What follows belongs to an exercise in optimizing a design on an open flow for small area, a short achievable clock period and few clock cycles per item; a production flow would make more cautious choices.
Power and IR drop assume default switching activity.

==> wip/harbor: inputs <==
==> flow/design.v <==
module idct_g_p1 (
    input  wire signed [15:0] b0, b3, b4, b5,
    output wire signed [16:0] s04, t2, t00, t01
);
    wire signed [16:0] x0 = b0, x3 = b3, x4 = b4, x5 = b5;
    assign s04 = x0 + x4;
    assign t2  = x0 - x4;
    assign t00 = x3 + x5;
    assign t01 = x3 - x5;
endmodule
module idct_g_p2 (
    input  wire signed [16:0] s04, t2, t00, t01,
    input  wire signed [15:0] b1, b2, b6, b7,
    output wire signed [17:0] t0, t1, t11, t12, t3, t4, t5, t6
);
    wire signed [17:0] y04 = s04, y2 = t2, y00 = t00, y01 = t01;
    wire signed [17:0] x1 = b1, x2 = b2, x6 = b6, x7 = b7;
    assign t0  = y04 + x2 + (x2 >>> 2) + (x6 >>> 1);
    assign t1  = y04 - x2 - (x2 >>> 2) - (x6 >>> 1);
    assign t11 = y2 + (x2 >>> 1) - x6 - (x6 >>> 2);
    assign t12 = y2 - (x2 >>> 1) + x6 + (x6 >>> 2);
    assign t3  = x1 + y00;
    assign t4  = x1 - y00;
    assign t5  = y01 + x7;
    assign t6  = y01 - x7;
endmodule
module idct_g_p3 (
    input  wire signed [17:0] t3, t4, t5, t6,
    output wire signed [18:0] t7, t8, t9, t10
);
    wire signed [18:0] y3 = t3, y4 = t4, y5 = t5, y6 = t6;
    assign t7  = y4 + y6 - (y6 >>> 2) - (y6 >>> 4);
    assign t8  = y4 - (y4 >>> 2) - (y4 >>> 4) - y6;
    assign t9  = y3 + (y3 >>> 2) - (y3 >>> 4) + (y5 >>> 2);
    assign t10 = (y3 >>> 2) - y5 - (y5 >>> 2) + (y5 >>> 4);
endmodule
module idct_g_p4 (
    input  wire signed [17:0] t0, t1, t11, t12,
    input  wire signed [18:0] t7, t8, t9, t10,
    output wire signed [19:0] o0, o1, o2, o3, o4, o5, o6, o7
);
    wire signed [19:0] e0 = t0, e1 = t1, e11 = t11, e12 = t12;
    assign o0 = e0  + t9;
    assign o1 = e11 + t7;
    assign o2 = e12 + t8;
    assign o3 = e1  + t10;
    assign o4 = e1  - t10;
    assign o5 = e12 - t8;
    assign o6 = e11 - t7;
    assign o7 = e0  - t9;
endmodule
module b2bdu_idct_g (
    input  wire        clk,
    input  wire        rst,         
    input  wire        in_valid,
    output wire        in_ready,
    input  wire [31:0] in_coef,     
    input  wire [7:0]  in_dst,      
    input  wire        in_add,      
    output wire        out_valid,
    input  wire        out_ready,
    output wire [7:0]  out_pix,     
    output wire [1:0]  out_err      
);
    integer j;
    reg signed [15:0] rc [0:63];    
    reg        [7:0]  rd [0:63];
    reg        rdy;          
    reg        iv;           
    reg [5:0]  ik;           
    reg signed [15:0] ic;
    reg [7:0]  id;
    reg [7:0]  ren;          
    reg [5:0]  fk;           
    reg        fwait;        
    reg        rot_act;      
    reg [2:0]  rot;          
    reg        f_add, f_err1, f_err2;
    reg [3:0]  drows;        
    reg [7:0]  rsel;         
    reg [7:0]  rseln;        
    reg [1:0]  derr;
    reg        dadd;
    reg [7:0]  bpix [0:15];  
    reg [1:0]  berr [0:1];
    reg [1:0]  bfull, brsv;
    reg        wp, rp;
    reg [2:0]  ri;
    reg        ov;
    reg [7:0]  opix;
    reg [1:0]  oerr;
    reg        s1_col, s1_row, s1_tgt, s1_first, s1_last;
    reg        s2_col, s2_row, s2_tgt, s2_first, s2_last;
    reg        s3_col, s3_row, s3_tgt, s3_first, s3_last;
    reg        s4_col, s4_row, s4_tgt, s4_first, s4_last;
    reg [7:0]  s4_oor;
    assign in_ready = rdy;
    wire in_fire  = in_valid & rdy;
    wire col_fire = in_fire & rot_act;     
    assign out_valid = ov;
    assign out_pix   = opix;
    assign out_err   = oerr;
    wire complete = s3_col & s3_last;      
    wire issue    = ~drows[3] & ~bfull[wp] & ~brsv[wp];
    wire out_take = (~ov | out_ready) & bfull[rp];
    wire rd_done  = out_take & (ri == 3'd7);
    wire [5:0] fk_n      = in_fire ? fk + 6'd1 : fk;
    wire       hold55    = iv & (ik == 6'd55) & ~rot_act;
    wire       iv_n      = (in_fire & ~rot_act) | hold55;
    wire [5:0] ik_n      = (in_fire & ~rot_act) ? fk : ik;
    wire       hold55_n  = iv_n & (ik_n == 6'd55);
    wire       fwait_n   = complete ? 1'b0 : ((in_fire & (fk == 6'd63)) | fwait);
    wire [3:0] drows_n   = complete ? 4'd0 : (issue ? drows + 4'd1 : drows);
    wire       rot_act_n = complete ? 1'b0 : (rot_act | (hold55_n & drows_n[3]));
    wire [2:0] rot_n     = complete ? 3'd0 : (rot_act ? rot + 3'd1 : rot);
    wire       wp_n      = issue ? ~wp : wp;
    reg  [1:0] bfull_n, brsv_n;
    always @(*) begin
        for (j = 0; j < 2; j = j + 1) begin
            brsv_n[j]  = (issue && wp == j) ? 1'b1 :
                         ((s4_row && s4_tgt == j) ? 1'b0 : brsv[j]);
            bfull_n[j] = (s4_row && s4_tgt == j) ? 1'b1 :
                         ((rd_done && rp == j) ? 1'b0 : bfull[j]);
        end
    end
    wire issue_n = ~drows_n[3] & ~bfull_n[wp_n] & ~brsv_n[wp_n];
    wire rdy_n   = ~fwait_n & (rot_act_n ? (rot_n == fk_n[2:0]) :
                   (fk_n[5:3] != 3'd7) & (({1'b0, fk_n[5:3]} < drows_n) |
                                          ((fk_n[5:3] == drows_n[2:0]) & issue_n)));
    reg  [7:0] ren_n;
    always @(*)
        for (j = 0; j < 8; j = j + 1)
            ren_n[j] = rot_act_n | (iv_n && ik_n[5:3] == j && ik_n != 6'd55);
    wire coef_oor = ~((&in_coef[31:15]) | ~(|in_coef[31:15]));
    reg signed [15:0] ka [0:7];
    reg        [7:0]  kd [0:7];
    reg signed [15:0] rrow_c [0:7];
    reg        [7:0]  rrow_d [0:7];
    always @(*) begin
        for (j = 0; j < 8; j = j + 1) begin
            rrow_c[j] = 16'sd0;
            rrow_d[j] = 8'd0;
        end
        for (j = 0; j < 64; j = j + 1) begin
            if (((j >> 3) == 6 ? ((j + 2) & 7) : ((j + 3) & 7)) < 4 ?
                rsel[j >> 3] : ~rseln[j >> 3]) begin
                rrow_c[(j >> 3) == 6 ? ((j + 2) & 7) : ((j + 3) & 7)] =
                    rrow_c[(j >> 3) == 6 ? ((j + 2) & 7) : ((j + 3) & 7)] | rc[j];
                rrow_d[(j >> 3) == 6 ? ((j + 2) & 7) : ((j + 3) & 7)] =
                    rrow_d[(j >> 3) == 6 ? ((j + 2) & 7) : ((j + 3) & 7)] | rd[j];
            end
        end
        for (j = 0; j < 7; j = j + 1)
            ka[j] = rot_act ? rc[8*j + (j == 6 ? 1 : 0)] : rrow_c[j];
        ka[7] = rot_act ? $signed(in_coef[15:0]) : rrow_c[7];
        for (j = 0; j < 8; j = j + 1)
            kd[j] = rrow_d[j];
    end
    wire signed [16:0] p1_s04, p1_t2, p1_t00, p1_t01;
    idct_g_p1 u_p1 (
        .b0(ka[0]), .b3(ka[3]), .b4(ka[4]), .b5(ka[5]),
        .s04(p1_s04), .t2(p1_t2), .t00(p1_t00), .t01(p1_t01)
    );
    reg signed [16:0] s1_s04, s1_t2, s1_t00, s1_t01;
    reg signed [15:0] s1_b1, s1_b2, s1_b6, s1_b7;
    always @(posedge clk) begin
        s1_s04 <= p1_s04; s1_t2 <= p1_t2; s1_t00 <= p1_t00; s1_t01 <= p1_t01;
        s1_b1  <= ka[1];  s1_b2 <= ka[2]; s1_b6  <= ka[6];  s1_b7  <= ka[7];
        s1_first <= (fk[2:0] == 3'd0);
        s1_last  <= (fk[2:0] == 3'd7);
        s1_tgt   <= wp;
    end
    wire signed [17:0] p2_t0, p2_t1, p2_t11, p2_t12, p2_t3, p2_t4, p2_t5, p2_t6;
    idct_g_p2 u_p2 (
        .s04(s1_s04), .t2(s1_t2), .t00(s1_t00), .t01(s1_t01),
        .b1(s1_b1), .b2(s1_b2), .b6(s1_b6), .b7(s1_b7),
        .t0(p2_t0), .t1(p2_t1), .t11(p2_t11), .t12(p2_t12),
        .t3(p2_t3), .t4(p2_t4), .t5(p2_t5), .t6(p2_t6)
    );
    reg signed [17:0] s2_t0, s2_t1, s2_t11, s2_t12, s2_t3, s2_t4, s2_t5, s2_t6;
    always @(posedge clk) begin
        s2_t0 <= p2_t0; s2_t1 <= p2_t1; s2_t11 <= p2_t11; s2_t12 <= p2_t12;
        s2_t3 <= p2_t3; s2_t4 <= p2_t4; s2_t5  <= p2_t5;  s2_t6  <= p2_t6;
        s2_first <= s1_first; s2_last <= s1_last; s2_tgt <= s1_tgt;
    end
    wire signed [18:0] p3_t7, p3_t8, p3_t9, p3_t10;
    idct_g_p3 u_p3 (
        .t3(s2_t3), .t4(s2_t4), .t5(s2_t5), .t6(s2_t6),
        .t7(p3_t7), .t8(p3_t8), .t9(p3_t9), .t10(p3_t10)
    );
    reg signed [17:0] s3_t0, s3_t1, s3_t11, s3_t12;
    reg signed [18:0] s3_t7, s3_t8, s3_t9, s3_t10;
    always @(posedge clk) begin
        s3_t0 <= s2_t0; s3_t1 <= s2_t1; s3_t11 <= s2_t11; s3_t12 <= s2_t12;
        s3_t7 <= p3_t7; s3_t8 <= p3_t8; s3_t9  <= p3_t9;  s3_t10 <= p3_t10;
        s3_first <= s2_first; s3_last <= s2_last; s3_tgt <= s2_tgt;
    end
    wire signed [19:0] ko [0:7];
    idct_g_p4 u_p4 (
        .t0(s3_t0), .t1(s3_t1), .t11(s3_t11), .t12(s3_t12),
        .t7(s3_t7), .t8(s3_t8), .t9(s3_t9), .t10(s3_t10),
        .o0(ko[0]), .o1(ko[1]), .o2(ko[2]), .o3(ko[3]),
        .o4(ko[4]), .o5(ko[5]), .o6(ko[6]), .o7(ko[7])
    );
    wire wb = s3_col;                      
    reg signed [13:0] s4_r [0:7];
    always @(posedge clk) begin
        for (j = 0; j < 8; j = j + 1) begin
            s4_r[j]   <= ko[j][19:6];
            s4_oor[j] <= ~((&ko[j][19:15]) | ~(|ko[j][19:15]));
        end
        s4_tgt <= s3_tgt; s4_first <= s3_first; s4_last <= s3_last;
    end
    wire any_oor = |s4_oor;
    reg        [7:0]  cd   [0:7];
    reg signed [14:0] csum [0:7];
    reg        [7:0]  cadd [0:7];
    reg        [7:0]  cput [0:7];
    always @(*) begin
        for (j = 0; j < 8; j = j + 1) begin
            cd[j]   = bpix[{s4_tgt, j[2:0]}];
            csum[j] = s4_r[j] + $signed({7'd0, cd[j]});
            if (csum[j] < 0)
                cadd[j] = 8'd0;
            else if (csum[j] > 15'sd255)
                cadd[j] = 8'd255;
            else
                cadd[j] = csum[j][7:0];
            if (s4_r[j] < 0)
                cput[j] = 8'd0;
            else if (s4_r[j] > 14'sd255)
                cput[j] = 8'd255;
            else
                cput[j] = s4_r[j][7:0];
        end
    end
    genvar gu, ge;
    generate
        for (gu = 0; gu < 8; gu = gu + 1) begin : g_row
            wire fill = (gu < 7) && iv && (ik[5:3] == gu);
            localparam WBE = (gu == 6) ? 5 : 4;
            for (ge = 0; ge < 8; ge = ge + 1) begin : g_ent
                always @(posedge clk) begin
                    if (ren[gu]) begin
                        if (ge < 7) begin
                            rc[8*gu+ge] <= (ge == WBE && wb) ? ko[gu][15:0] : rc[8*gu+ge+1];
                            rd[8*gu+ge] <= rd[8*gu+ge+1];
                        end else if (fill) begin
                            rc[8*gu+ge] <= ic;
                            rd[8*gu+ge] <= id;
                        end else begin
                            rc[8*gu+ge] <= rc[8*gu];
                            rd[8*gu+ge] <= (gu == 7 && col_fire) ? in_dst : rd[8*gu];
                        end
                    end
                end
            end
        end
    endgenerate
    always @(posedge clk) begin
        rdy     <= rdy_n;
        iv      <= iv_n;
        ik      <= ik_n;
        ren     <= ren_n;
        if (in_fire & ~rot_act) begin
            ic <= $signed(in_coef[15:0]);
            id <= in_dst;
        end
        fk      <= fk_n;
        fwait   <= fwait_n;
        drows   <= drows_n;
        rot_act <= rot_act_n;
        rot     <= rot_n;
        wp      <= wp_n;
        bfull   <= bfull_n;
        brsv    <= brsv_n;
        if (in_fire) begin
            if (fk == 6'd0) begin
                f_add  <= in_add;
                f_err1 <= coef_oor;
            end else begin
                f_err1 <= f_err1 | coef_oor;
            end
        end
        s1_col <= col_fire;
        s1_row <= issue;
        if (issue) begin
            rsel  <= {rsel[6:0], rsel[7]};
            rseln <= {rseln[6:0], rseln[7]};
            for (j = 0; j < 8; j = j + 1) bpix[{wp, j[2:0]}] <= kd[j];
        end
        if (complete) begin
            rsel  <= 8'h01;
            rseln <= 8'hfe;
        end
        s2_col <= s1_col; s2_row <= s1_row;
        s3_col <= s2_col; s3_row <= s2_row;
        s4_col <= s3_col; s4_row <= s3_row;
        if (s4_col) begin
            f_err2 <= s4_first ? any_oor : (f_err2 | any_oor);
            if (s4_last) begin
                derr <= f_err1 ? 2'd1 : ((f_err2 | any_oor) ? 2'd2 : 2'd0);
                dadd <= f_add;
            end
        end
        if (s4_row) begin
            if (derr == 2'd0)
                for (j = 0; j < 8; j = j + 1)
                    bpix[{s4_tgt, j[2:0]}] <= dadd ? cadd[j] : cput[j];
            berr[s4_tgt] <= derr;
        end
        if (~ov | out_ready) begin
            if (bfull[rp]) begin
                ov   <= 1'b1;
                opix <= bpix[{rp, ri}];
                oerr <= berr[rp];
                ri   <= ri + 3'd1;
                if (ri == 3'd7) rp <= ~rp;
            end else begin
                ov <= 1'b0;
            end
        end
        if (rst) begin
            rdy     <= 1'b1;
            iv      <= 1'b0;
            ren     <= 8'd0;
            fk      <= 6'd0;
            fwait   <= 1'b0;
            rot_act <= 1'b0;
            rot     <= 3'd0;
            drows   <= 4'd8;
            wp      <= 1'b0;
            bfull   <= 2'd0;
            brsv    <= 2'd0;
            s1_col  <= 1'b0; s1_row <= 1'b0;
            s2_col  <= 1'b0; s2_row <= 1'b0;
            s3_col  <= 1'b0; s3_row <= 1'b0;
            s4_col  <= 1'b0; s4_row <= 1'b0;
            rp      <= 1'b0;
            ri      <= 3'd0;
            ov      <= 1'b0;
        end
    end
endmodule
==> flow/run.sh <==
#!/bin/bash
# synth_recipe.tcl (not shown) runs the flow's synth.tcl, then flattens the netlist and writes it again
# the make line also repeats each setting of config.mk as NAME=value (left out here)
make -C /OpenROAD-flow-scripts/flow DESIGN_CONFIG=/design/flow/config.mk WORK_HOME=/design/flow/orfs CLKGATE_MAP_FILE= SYNTH_SCRIPT=/design/flow/synth_recipe.tcl finish
==> flow/config.mk <==
export PLATFORM = sky130hd
export DESIGN_NAME = b2bdu_idct_g
export DESIGN_NICKNAME = b2bdu_idct_g
export VERILOG_FILES = /design/flow/design.v
export SDC_FILE = /design/flow/constraint.sdc
export NUM_CORES = 4
export LEC_CHECK = 0
export CAP_MARGIN = 20
export CORE_MARGIN = 2
export CORE_UTILIZATION = 40
export PLACE_DENSITY = 0.6
export SLEW_MARGIN = 20
==> flow/constraint.sdc <==
create_clock -name core_clock -period 13.0 [get_ports {clk}]
set_input_delay 2.6000 -clock core_clock [delete_from_list [all_inputs] [get_ports {clk}]]
set_output_delay 2.6000 -clock core_clock [all_outputs]
set_load 0.01 [all_outputs]
==> wip/garnet (differences from wip/harbor) <==
==> flow/design.v, changed modules only <==
module b2bdu_idct_g (
    input  wire        clk,
    input  wire        rst,         
    input  wire        in_valid,
    output wire        in_ready,
    input  wire [31:0] in_coef,     
    input  wire [7:0]  in_dst,      
    input  wire        in_add,      
    output wire        out_valid,
    input  wire        out_ready,
    output wire [7:0]  out_pix,     
    output wire [1:0]  out_err      
);
    integer j;
    reg signed [15:0] rc [0:63];    
    reg        [7:0]  rd [0:63];
    reg        rdy;          
    reg [5:0]  fk;           
    reg        fwait;        
    reg        rot_act;      
    reg [2:0]  rot;          
    reg        f_add, f_err1, f_err2;
    reg [3:0]  drows;        
    reg [7:0]  rsel;         
    reg [1:0]  derr;
    reg        dadd;
    reg [7:0]  bpix [0:15];  
    reg [1:0]  berr [0:1];
    reg [1:0]  bfull, brsv;
    reg        wp, rp;
    reg [2:0]  ri;
    reg        ov;
    reg [7:0]  opix;
    reg [1:0]  oerr;
    reg        s1_col, s1_row, s1_tgt, s1_first, s1_last;
    reg        s2_col, s2_row, s2_tgt, s2_first, s2_last;
    reg        s3_col, s3_row, s3_tgt, s3_first, s3_last;
    reg        s4_col, s4_row, s4_tgt, s4_first, s4_last;
    reg [7:0]  s4_oor;
    assign in_ready = rdy;
    wire in_fire  = in_valid & rdy;
    wire col_fire = in_fire & rot_act;     
    assign out_valid = ov;
    assign out_pix   = opix;
    assign out_err   = oerr;
    wire complete = s3_col & s3_last;      
    wire issue    = ~drows[3] & ~bfull[wp] & ~brsv[wp];
    wire out_take = (~ov | out_ready) & bfull[rp];
    wire rd_done  = out_take & (ri == 3'd7);
    wire [5:0] fk_n      = in_fire ? fk + 6'd1 : fk;
    wire       fwait_n   = complete ? 1'b0 : ((in_fire & (fk == 6'd63)) | fwait);
    wire [3:0] drows_n   = complete ? 4'd0 : (issue ? drows + 4'd1 : drows);
    wire       rot_act_n = complete ? 1'b0 : (rot_act | ((fk_n == 6'd56) & drows_n[3]));
    wire [2:0] rot_n     = complete ? 3'd0 : (rot_act ? rot + 3'd1 : rot);
    wire       wp_n      = issue ? ~wp : wp;
    reg  [1:0] bfull_n, brsv_n;
    always @(*) begin
        for (j = 0; j < 2; j = j + 1) begin
            brsv_n[j]  = (issue && wp == j) ? 1'b1 :
                         ((s4_row && s4_tgt == j) ? 1'b0 : brsv[j]);
            bfull_n[j] = (s4_row && s4_tgt == j) ? 1'b1 :
                         ((rd_done && rp == j) ? 1'b0 : bfull[j]);
        end
    end
    wire issue_n = ~drows_n[3] & ~bfull_n[wp_n] & ~brsv_n[wp_n];
    wire rdy_n   = ~fwait_n & (rot_act_n ? (rot_n == fk_n[2:0]) :
                   (fk_n[5:3] != 3'd7) & (({1'b0, fk_n[5:3]} < drows_n) |
                                          ((fk_n[5:3] == drows_n[2:0]) & issue_n)));
    wire coef_oor = ~((&in_coef[31:15]) | ~(|in_coef[31:15]));
    reg signed [15:0] ka [0:7];
    reg        [7:0]  kd [0:7];
    reg signed [15:0] rrow_c [0:7];
    reg        [7:0]  rrow_d [0:7];
    always @(*) begin
        for (j = 0; j < 8; j = j + 1) begin
            rrow_c[j] = 16'sd0;
            rrow_d[j] = 8'd0;
        end
        for (j = 0; j < 64; j = j + 1) begin
            if (rsel[j >> 3]) begin
                rrow_c[(j + 3) & 7] = rrow_c[(j + 3) & 7] | rc[j];
                rrow_d[(j + 3) & 7] = rrow_d[(j + 3) & 7] | rd[j];
            end
        end
        for (j = 0; j < 7; j = j + 1)
            ka[j] = rot_act ? rc[8*j] : rrow_c[j];
        ka[7] = rot_act ? $signed(in_coef[15:0]) : rrow_c[7];
        for (j = 0; j < 8; j = j + 1)
            kd[j] = rrow_d[j];
    end
    wire signed [16:0] p1_s04, p1_t2, p1_t00, p1_t01;
    idct_g_p1 u_p1 (
        .b0(ka[0]), .b3(ka[3]), .b4(ka[4]), .b5(ka[5]),
        .s04(p1_s04), .t2(p1_t2), .t00(p1_t00), .t01(p1_t01)
    );
    reg signed [16:0] s1_s04, s1_t2, s1_t00, s1_t01;
    reg signed [15:0] s1_b1, s1_b2, s1_b6, s1_b7;
    always @(posedge clk) begin
        s1_s04 <= p1_s04; s1_t2 <= p1_t2; s1_t00 <= p1_t00; s1_t01 <= p1_t01;
        s1_b1  <= ka[1];  s1_b2 <= ka[2]; s1_b6  <= ka[6];  s1_b7  <= ka[7];
        s1_first <= (fk[2:0] == 3'd0);
        s1_last  <= (fk[2:0] == 3'd7);
        s1_tgt   <= wp;
    end
    wire signed [17:0] p2_t0, p2_t1, p2_t11, p2_t12, p2_t3, p2_t4, p2_t5, p2_t6;
    idct_g_p2 u_p2 (
        .s04(s1_s04), .t2(s1_t2), .t00(s1_t00), .t01(s1_t01),
        .b1(s1_b1), .b2(s1_b2), .b6(s1_b6), .b7(s1_b7),
        .t0(p2_t0), .t1(p2_t1), .t11(p2_t11), .t12(p2_t12),
        .t3(p2_t3), .t4(p2_t4), .t5(p2_t5), .t6(p2_t6)
    );
    reg signed [17:0] s2_t0, s2_t1, s2_t11, s2_t12, s2_t3, s2_t4, s2_t5, s2_t6;
    always @(posedge clk) begin
        s2_t0 <= p2_t0; s2_t1 <= p2_t1; s2_t11 <= p2_t11; s2_t12 <= p2_t12;
        s2_t3 <= p2_t3; s2_t4 <= p2_t4; s2_t5  <= p2_t5;  s2_t6  <= p2_t6;
        s2_first <= s1_first; s2_last <= s1_last; s2_tgt <= s1_tgt;
    end
    wire signed [18:0] p3_t7, p3_t8, p3_t9, p3_t10;
    idct_g_p3 u_p3 (
        .t3(s2_t3), .t4(s2_t4), .t5(s2_t5), .t6(s2_t6),
        .t7(p3_t7), .t8(p3_t8), .t9(p3_t9), .t10(p3_t10)
    );
    reg signed [17:0] s3_t0, s3_t1, s3_t11, s3_t12;
    reg signed [18:0] s3_t7, s3_t8, s3_t9, s3_t10;
    always @(posedge clk) begin
        s3_t0 <= s2_t0; s3_t1 <= s2_t1; s3_t11 <= s2_t11; s3_t12 <= s2_t12;
        s3_t7 <= p3_t7; s3_t8 <= p3_t8; s3_t9  <= p3_t9;  s3_t10 <= p3_t10;
        s3_first <= s2_first; s3_last <= s2_last; s3_tgt <= s2_tgt;
    end
    wire signed [19:0] ko [0:7];
    idct_g_p4 u_p4 (
        .t0(s3_t0), .t1(s3_t1), .t11(s3_t11), .t12(s3_t12),
        .t7(s3_t7), .t8(s3_t8), .t9(s3_t9), .t10(s3_t10),
        .o0(ko[0]), .o1(ko[1]), .o2(ko[2]), .o3(ko[3]),
        .o4(ko[4]), .o5(ko[5]), .o6(ko[6]), .o7(ko[7])
    );
    wire wb = s3_col;                      
    reg signed [13:0] s4_r [0:7];
    always @(posedge clk) begin
        for (j = 0; j < 8; j = j + 1) begin
            s4_r[j]   <= ko[j][19:6];
            s4_oor[j] <= ~((&ko[j][19:15]) | ~(|ko[j][19:15]));
        end
        s4_tgt <= s3_tgt; s4_first <= s3_first; s4_last <= s3_last;
    end
    wire any_oor = |s4_oor;
    reg        [7:0]  cd   [0:7];
    reg signed [14:0] csum [0:7];
    reg        [7:0]  cadd [0:7];
    reg        [7:0]  cput [0:7];
    always @(*) begin
        for (j = 0; j < 8; j = j + 1) begin
            cd[j]   = bpix[{s4_tgt, j[2:0]}];
            csum[j] = s4_r[j] + $signed({7'd0, cd[j]});
            if (csum[j] < 0)
                cadd[j] = 8'd0;
            else if (csum[j] > 15'sd255)
                cadd[j] = 8'd255;
            else
                cadd[j] = csum[j][7:0];
            if (s4_r[j] < 0)
                cput[j] = 8'd0;
            else if (s4_r[j] > 14'sd255)
                cput[j] = 8'd255;
            else
                cput[j] = s4_r[j][7:0];
        end
    end
    genvar gu, ge;
    generate
        for (gu = 0; gu < 8; gu = gu + 1) begin : g_row
            wire fill = (gu < 7) && in_fire && !rot_act && (fk[5:3] == gu);
            for (ge = 0; ge < 8; ge = ge + 1) begin : g_ent
                always @(posedge clk) begin
                    if (rot_act || fill) begin
                        if (ge < 7) begin
                            rc[8*gu+ge] <= (ge == 4 && wb) ? ko[gu][15:0] : rc[8*gu+ge+1];
                            rd[8*gu+ge] <= rd[8*gu+ge+1];
                        end else if (fill) begin
                            rc[8*gu+ge] <= $signed(in_coef[15:0]);
                            rd[8*gu+ge] <= in_dst;
                        end else begin
                            rc[8*gu+ge] <= rc[8*gu];
                            rd[8*gu+ge] <= (gu == 7 && col_fire) ? in_dst : rd[8*gu];
                        end
                    end
                end
            end
        end
    endgenerate
    always @(posedge clk) begin
        rdy     <= rdy_n;
        fk      <= fk_n;
        fwait   <= fwait_n;
        drows   <= drows_n;
        rot_act <= rot_act_n;
        rot     <= rot_n;
        wp      <= wp_n;
        bfull   <= bfull_n;
        brsv    <= brsv_n;
        if (in_fire) begin
            if (fk == 6'd0) begin
                f_add  <= in_add;
                f_err1 <= coef_oor;
            end else begin
                f_err1 <= f_err1 | coef_oor;
            end
        end
        s1_col <= col_fire;
        s1_row <= issue;
        if (issue) begin
            rsel <= {rsel[6:0], rsel[7]};
            for (j = 0; j < 8; j = j + 1) bpix[{wp, j[2:0]}] <= kd[j];
        end
        if (complete)
            rsel <= 8'd1;
        s2_col <= s1_col; s2_row <= s1_row;
        s3_col <= s2_col; s3_row <= s2_row;
        s4_col <= s3_col; s4_row <= s3_row;
        if (s4_col) begin
            f_err2 <= s4_first ? any_oor : (f_err2 | any_oor);
            if (s4_last) begin
                derr <= f_err1 ? 2'd1 : ((f_err2 | any_oor) ? 2'd2 : 2'd0);
                dadd <= f_add;
            end
        end
        if (s4_row) begin
            if (derr == 2'd0)
                for (j = 0; j < 8; j = j + 1)
                    bpix[{s4_tgt, j[2:0]}] <= dadd ? cadd[j] : cput[j];
            berr[s4_tgt] <= derr;
        end
        if (~ov | out_ready) begin
            if (bfull[rp]) begin
                ov   <= 1'b1;
                opix <= bpix[{rp, ri}];
                oerr <= berr[rp];
                ri   <= ri + 3'd1;
                if (ri == 3'd7) rp <= ~rp;
            end else begin
                ov <= 1'b0;
            end
        end
        if (rst) begin
            rdy     <= 1'b1;
            fk      <= 6'd0;
            fwait   <= 1'b0;
            rot_act <= 1'b0;
            rot     <= 3'd0;
            drows   <= 4'd8;
            wp      <= 1'b0;
            bfull   <= 2'd0;
            brsv    <= 2'd0;
            s1_col  <= 1'b0; s1_row <= 1'b0;
            s2_col  <= 1'b0; s2_row <= 1'b0;
            s3_col  <= 1'b0; s3_row <= 1'b0;
            s4_col  <= 1'b0; s4_row <= 1'b0;
            rp      <= 1'b0;
            ri      <= 3'd0;
            ov      <= 1'b0;
        end
    end
endmodule
==> notes.md <==
| quantity | wip/harbor | wip/garnet |
|---|---|---|
| Status | no timing/DRC/antenna violations | no timing/DRC/antenna violations |
| Gate Count Post-Synth | 8720 | 8353 |
| Number of ordinary inverters in the final layout | 646 | 610 |
| Tap cells | 3705 | 3570 |
| Worst stage delay on the critical path | 0.57 ns | 1.02 ns |
| Post-detailed-routing wire length | 386000 um | 357000 um |
| First-pass GRT wire length | 542000 um | 506000 um |
| Worst-margin pin slew | 1.32 ns | 1.38 ns |
| Area occupied by multi-input gates | 44000 sq um | 42500 sq um |
| Minimum hold slack | 0.296 ns | 0.306 ns |
| GPL Wtd Cong | 0.993 | 0.988 |
| Layout Area Growth over Synthesis | 11.9% | 11.7% |
| Share of the clock period used by the worst path after layout | 0.424 | 0.524 |
| Number of flip-flops and latches | 2325 | 2278 |
| Net count after synthesis | 9567 | 9200 |
| Clock transition at path regs | 0.07 ns | 0.06 ns |
| Clock Network Area Fraction | 0.0640 | 0.0655 |
| Post-synthesis xor/xnor area fraction | 0.0326 | 0.0341 |
| Share of the final layout cell area in multi-input gates | 0.354 | 0.351 |
| Static Leak | 42.2 nW | 39.2 nW |
| Post-synthesis share of cell area spent on full adders, half adders and majority gates | 0.109 | 0.112 |
| Initial standard-cell utilization of the core | 0.402 | 0.401 |
| Total clock buffers created by CTS | 238 | 230 |
| Unique cell type count in the Yosys netlist | 102 | 96 |
Function was not checked in any run of this note: the RTL went through the layout flow alone.

[afterwards: timing with drivers on the ports]
How much do the figures lean on ideal ports? The routed layouts below were timed once more, with nothing changed but the port constraints.
Step 1 sets driving cells, clkbuf_16 on the clock port and buf_2 on the other inputs (assumed; they add their load-dependent delay and slew).
Step 2 moves the port delays by t, midway between the first and last clock arrival at a register: inputs arrive t later, outputs are due t later. That takes back most of the time a late clock gives input paths.
Slacks: ideal / step 1 / step 2; pairs: ideal / step 1.
run	shift t [ns]	slack for setup (ns)	hold slack, ns	pins driven straight from the clock port
wip/harbor	0.973	7.491 / 7.491 / 7.491	0.296 / 0.296 / 0.296	1
wip/garnet	0.960	6.191 / 6.258 / 5.298	0.306 / 0.306 / 0.306	1
After both steps every run listed still meets setup and hold. For wip/garnet, which loses most, drivers alone change the setup slack by +0.067 ns; drivers and shift together by -0.893 ns.
